Source: an optimization exercise on an open RTL-to-GDS flow (aim: small area and a short achievable clock period). Production flows keep margins and buffers that such runs may drop.
Where RTL was checked, it was by simulation tests only, not by an equivalence proof against the original.
Power figures rest on the tool's default switching activity, not on a simulated workload.

==> flow/design.v <==
module dc_cond (
    input  wire [2:0]  phase,
    input  wire [15:0] win,
    input  wire [9:0]  cnt,
    input  wire [15:0] crc,
    input  wire        prev_e,
    output wire        wp, ws, pf, pl, in_hop,
    output wire        fl0, fl1,       
    output wire        pr0, pr1,       
    output wire        hc0, hc1,       
    output wire        nostart,        
    output wire        stuff_err,      
    output wire        noend,          
    output wire        take,           
    output wire        pf_end,         
    output wire        byte_end,       
    output wire        crc_ok,         
    output wire        cnt_en,         
    output wire [9:0]  cnt_inc,
    output wire [15:0] crc_s
);
    localparam [15:0] CRC_POLY     = 16'h8408;
    localparam [15:0] CRC_RESIDUAL = 16'hF0B8;
    assign wp     = (phase == 3'd2);
    assign ws     = (phase == 3'd3);
    assign pf     = (phase == 3'd4);
    assign pl     = (phase == 3'd5);
    assign in_hop = (phase == 3'd6);
    wire b         = win[8];
    wire stuff_due = &win[7:3];
    wire c7        = (cnt[2:0] == 3'd7);
    wire flag_w = (win[15:9] == 7'b1111110);
    wire pre_w  = (win[15:1] == 15'h5555) & (cnt >= 10'd15);
    wire hop_w  = (cnt >= 10'd5);
    assign fl0 = flag_w & prev_e;
    assign fl1 = flag_w & ~prev_e;
    assign pr0 = pre_w & prev_e;
    assign pr1 = pre_w & ~prev_e;
    assign hc0 = hop_w & (~prev_e == win[15]);
    assign hc1 = hop_w & (prev_e == win[15]);
    assign nostart   = ws & (cnt[3:0] == 4'd15);
    assign stuff_err = pl & stuff_due & b;
    assign take      = pl & ~stuff_due;
    assign noend     = take & (cnt == 10'd1020);
    assign pf_end    = pf & c7;
    assign byte_end  = take & c7;
    assign crc_s     = {1'b0, crc[15:1]} ^ ((b ^ crc[0]) ? CRC_POLY : 16'h0000);
    assign crc_ok    = stuff_due ? (crc == CRC_RESIDUAL) : (crc_s == CRC_RESIDUAL);
    assign cnt_en    = wp | ws | pf | take;
    assign cnt_inc   = cnt + 10'd1;
endmodule
module daisy_core (
    input  wire       clk,
    input  wire       rst,
    input  wire       op_valid,
    input  wire [3:0] op,
    output reg        cmd_ready,
    output reg        rx_active,
    output reg        hop_request,
    output reg        rdata_valid,
    output wire [7:0] rdata,
    output reg        radio_req,
    output wire       radio_channel,
    output reg        sink_byte_valid,
    output wire [7:0] sink_byte,
    output reg        sink_commit,
    output reg        sink_begin,
    output wire       sink_begin_chan
);
    localparam [2:0] PH_OFF      = 3'd0;
    localparam [2:0] PH_WAITPRE  = 3'd2;
    localparam [2:0] PH_WAITSTA  = 3'd3;
    localparam [2:0] PH_PREFETCH = 3'd4;
    localparam [2:0] PH_PAYLOAD  = 3'd5;
    localparam [2:0] PH_HOP      = 3'd6;
    localparam [2:0] ERR_NONE    = 3'd0;
    localparam [2:0] ERR_NOSTART = 3'd1;
    localparam [2:0] ERR_STUFF   = 3'd2;
    localparam [2:0] ERR_NOEND   = 3'd3;
    localparam [2:0] ERR_CRC     = 3'd4;
    reg [2:0]  phase;
    reg [15:0] win;
    reg [9:0]  cnt;
    reg [7:0]  acc;
    reg [15:0] crc;
    reg        prev_e;
    reg        chan;
    reg [2:0]  err;
    reg [5:0]  tag;
    reg [5:0]  rd;
    assign rdata           = {2'b00, rd};
    assign radio_channel   = chan;
    assign sink_begin_chan = chan;
    assign sink_byte       = acc;
    wire        wp, ws, pf, pl, in_hop, fl0, fl1, pr0, pr1, hc0, hc1;
    wire        nostart, stuff_err, noend, take, pf_end, byte_end, crc_ok, cnt_en;
    wire [9:0]  cnt_inc;
    wire [15:0] crc_s;
    dc_cond u_cond (
        .phase(phase), .win(win), .cnt(cnt), .crc(crc), .prev_e(prev_e),
        .wp(wp), .ws(ws), .pf(pf), .pl(pl), .in_hop(in_hop),
        .fl0(fl0), .fl1(fl1), .pr0(pr0), .pr1(pr1), .hc0(hc0), .hc1(hc1),
        .nostart(nostart), .stuff_err(stuff_err), .noend(noend), .take(take),
        .pf_end(pf_end), .byte_end(byte_end), .crc_ok(crc_ok), .cnt_en(cnt_en),
        .cnt_inc(cnt_inc), .crc_s(crc_s)
    );
    wire e      = op[0];
    wire is_bit = op_valid & (op[3:1] == 3'b000);
    wire done   = op_valid & (op == 4'h5) & ~cmd_ready;    
    wire task_  = op_valid & cmd_ready;
    wire start  = task_ & (op == 4'h2);
    wire stop   = task_ & (op == 4'h3);
    wire serv   = task_ & (op == 4'h4) & in_hop;
    wire read   = task_ & (op[3:2] == 2'b10);
    wire takeer = task_ & (op == 4'hB);
    wire radio  = op_valid & (op[3:1] == 3'b001 || op == 4'h4);    
    wire fl  = e ? fl1 : fl0;
    wire pr  = e ? pr1 : pr0;
    wire hc  = e ? hc1 : hc0;
    wire d   = ~(prev_e ^ e);
    wire rs  = (nostart & ~fl) | stuff_err | (pl & fl) | noend;    
    wire clr = rs | (wp & pr) | (ws & fl) | pf_end;               
    reg [2:0] bphase;
    reg [2:0] berr;
    always @* begin
        bphase = phase;
        if (wp & pr)        bphase = PH_WAITSTA;
        else if (wp & hc)   bphase = PH_HOP;
        if (ws & fl)        bphase = PH_PREFETCH;
        if (pf_end)         bphase = PH_PAYLOAD;
        if (rs)             bphase = PH_WAITPRE;
        berr = err;
        if (nostart & ~fl)  berr = ERR_NOSTART;
        if (stuff_err)      berr = ERR_STUFF;
        else if (pl & fl)   berr = crc_ok ? err : ERR_CRC;
        else if (noend)     berr = ERR_NOEND;
    end
    wire [2:0] phase_n = is_bit ? bphase : done ? PH_WAITPRE : stop ? PH_OFF : phase;
    wire       ready_n = done | (cmd_ready & ~(start | serv));
    always @(posedge clk) begin
        if (is_bit) begin
            win    <= {d, win[15:1]};
            prev_e <= e;
        end
        if (is_bit & take) acc <= {win[8], acc[7:1]};
        if (is_bit & (take | pf_end)) crc <= pf_end ? 16'hFFFF : crc_s;
        if ((is_bit & clr) | done)  cnt <= 10'd0;
        else if (is_bit & cnt_en)   cnt <= cnt_inc;
        case (op[1:0])
            2'b00:   rd <= {3'd0, phase};
            2'b01:   rd <= {5'd0, chan};
            2'b10:   rd <= tag;
            default: rd <= {3'd0, err};
        endcase
        if (rst) begin
            phase           <= PH_OFF;
            prev_e          <= 1'b0;
            chan            <= 1'b0;
            err             <= ERR_NONE;
            tag             <= 6'd0;
            cmd_ready       <= 1'b1;
            rx_active       <= 1'b0;
            hop_request     <= 1'b0;
            rdata_valid     <= 1'b0;
            radio_req       <= 1'b0;
            sink_byte_valid <= 1'b0;
            sink_commit     <= 1'b0;
            sink_begin      <= 1'b0;
        end else begin
            phase           <= phase_n;
            chan            <= chan ^ serv;
            if (is_bit)      err <= berr;
            else if (takeer) err <= ERR_NONE;
            if (is_bit & pf_end) tag <= {d, win[15:11]};
            cmd_ready       <= ready_n;
            rx_active       <= done | (rx_active & ~stop);
            hop_request     <= is_bit ? (cmd_ready & (in_hop | (wp & ~pr & hc)))
                                      : (hop_request & ~radio);
            rdata_valid     <= read;
            radio_req       <= start | serv;
            sink_byte_valid <= is_bit & byte_end;
            sink_commit     <= is_bit & ~stuff_err & pl & fl & crc_ok;
            sink_begin      <= (is_bit & rs) | done;
        end
    end
endmodule
Settings: LEC_CHECK=0, CAP_MARGIN=20, CORE_MARGIN=2, CORE_UTILIZATION=40, SETUP_SLACK_MARGIN=1.6, SLEW_MARGIN=20; clock period 3.5 ns.
standard.sh (not shown) runs the stock make flow with config.mk's settings and CLKGATE_MAP_FILE= SYNTH_SCRIPT=/design/flow/synth_recipe.tcl, a recipe that flattens the netlist after the stock synthesis.
==> flow/flow/run.sh <==
#!/bin/bash
# ORFS layout through the standard.sh, with these changes:
#  - synthesis may not use the slow many-input OR / NOR, 5-input AOI and MUX2 cells (added to the
#    platform's don't-use list);
#  - ports are buffered with buf_4 instead of the smallest buffer the resizer picks;
#  - timing repair may swap a cell for one with another footprint.
# Each tool's output goes to a log file of its own in this folder.
set -euo pipefail
BASE=$(make -s -C "$FLOW_HOME" DESIGN_CONFIG="$PWD/config.mk" WORK_HOME="$PWD/orfs" print-DONT_USE_CELLS 2>/dev/null \
       | sed -n 's/^DONT_USE_CELLS: //p' | tail -1)
SLOW=""
for c in or3_1 or3_2 or3_4 or3b_1 or3b_2 or3b_4 or4_1 or4_2 or4_4 or4b_1 or4b_2 or4b_4 \
         or4bb_1 or4bb_2 or4bb_4 mux2_1 mux2_2 mux2_4 mux2_8 a2111oi_0 a2111oi_1 a2111oi_2 a2111oi_4 a2111o_1 a2111o_2 a2111o_4 nor4_1 nor4_2 nor4_4 nor4b_1 nor4b_2 nor4b_4 nor4bb_1 nor4bb_2 nor4bb_4; do
  SLOW="$SLOW sky130_fd_sc_hd__$c"
done
echo "DONT_USE_CELLS=$BASE $SLOW" > dont_use.log
bash standard.sh "DONT_USE_CELLS=$BASE $SLOW" synth > synth.log 2>&1
bash standard.sh "DONT_USE_CELLS=$BASE $SLOW" MATCH_CELL_FOOTPRINT=0 \
  "BUFFER_PORTS_ARGS=-buffer_cell sky130_fd_sc_hd__buf_4" finish > layout.log 2>&1
The first run passed the timing, design-rule and antenna checks.
==> next run, changes <==
--- a/flow/design.v
+++ b/flow/design.v
@@ -87,7 +87,17 @@
     reg        chan;
     reg [2:0]  err;
     reg [5:0]  tag;
-    reg [5:0]  rd;
+    reg [1:0]  rsel;       
+    wire err_taken = rdata_valid & (rsel == 2'b11);
+    reg [5:0] rd;
+    always @* begin
+        case (rsel)
+            2'b00:   rd = {3'd0, phase};
+            2'b01:   rd = {5'd0, chan};
+            2'b10:   rd = tag;
+            default: rd = {3'd0, err};
+        endcase
+    end
     assign rdata           = {2'b00, rd};
     assign radio_channel   = chan;
     assign sink_begin_chan = chan;
@@ -112,7 +122,6 @@
     wire stop   = task_ & (op == 4'h3);
     wire serv   = task_ & (op == 4'h4) & in_hop;
     wire read   = task_ & (op[3:2] == 2'b10);
-    wire takeer = task_ & (op == 4'hB);
     wire radio  = op_valid & (op[3:1] == 3'b001 || op == 4'h4);    
     wire fl  = e ? fl1 : fl0;
     wire pr  = e ? pr1 : pr0;
@@ -129,10 +138,10 @@
         if (ws & fl)        bphase = PH_PREFETCH;
         if (pf_end)         bphase = PH_PAYLOAD;
         if (rs)             bphase = PH_WAITPRE;
-        berr = err;
+        berr = err_taken ? ERR_NONE : err;
         if (nostart & ~fl)  berr = ERR_NOSTART;
         if (stuff_err)      berr = ERR_STUFF;
-        else if (pl & fl)   berr = crc_ok ? err : ERR_CRC;
+        else if (pl & fl)   berr = crc_ok ? (err_taken ? ERR_NONE : err) : ERR_CRC;
         else if (noend)     berr = ERR_NOEND;
     end
     wire [2:0] phase_n = is_bit ? bphase : done ? PH_WAITPRE : stop ? PH_OFF : phase;
@@ -146,12 +155,7 @@
         if (is_bit & (take | pf_end)) crc <= pf_end ? 16'hFFFF : crc_s;
         if ((is_bit & clr) | done)  cnt <= 10'd0;
         else if (is_bit & cnt_en)   cnt <= cnt_inc;
-        case (op[1:0])
-            2'b00:   rd <= {3'd0, phase};
-            2'b01:   rd <= {5'd0, chan};
-            2'b10:   rd <= tag;
-            default: rd <= {3'd0, err};
-        endcase
+        rsel <= op[1:0];
         if (rst) begin
             phase           <= PH_OFF;
             prev_e          <= 1'b0;
@@ -169,8 +173,8 @@
         end else begin
             phase           <= phase_n;
             chan            <= chan ^ serv;
-            if (is_bit)      err <= berr;
-            else if (takeer) err <= ERR_NONE;
+            if (is_bit)          err <= berr;
+            else if (err_taken)  err <= ERR_NONE;
             if (is_bit & pf_end) tag <= {d, win[15:11]};
             cmd_ready       <= ready_n;
             rx_active       <= done | (rx_active & ~stop);
Outcome: The new run produced a clean layout. Worst hold slack improved by 0.0091 ns. Routed wire length rose by 7.4%. First-iteration DRC count increases by 6.5%. Global-route usage increases by 1.2 points. Sequential power went down by 4.4%. Combinational power goes up by about 3%. Worst setup slack degrades by 0.18 ns. Die area falls by 0.60%. Critical path depth goes down by 5.
For the second run of this note, only the layout was checked, not whether the RTL still works.

separate check: timing with driven ports:
Ports are ideal in the flow. The routed layouts listed here were re-timed in OpenROAD. Step 1: set_driving_cell puts a clkbuf_16 on clk and a buf_2 on each other input, an assumption about the parent block. Step 2 moves the port delays by t, midway between the first and last clock arrival at a register: inputs arrive t later, outputs are due t later. That takes back most of the time a late clock gives input paths. Three values: ideal ports, drivers, drivers and shift; two values: the first two.
run | t, ns | slack for setup (ns) | hold slack, ns
the first run | 0.385 | 1.650 / 1.632 / 1.248 | 0.449 / 0.449 / 0.449
the second run | 0.369 | 1.474 / 1.443 / 1.246 | 0.458 / 0.458 / 0.458
After both steps every run listed still meets setup and hold. For the first run, which loses most, drivers alone change the setup slack by -0.018 ns; drivers and shift together by -0.402 ns.
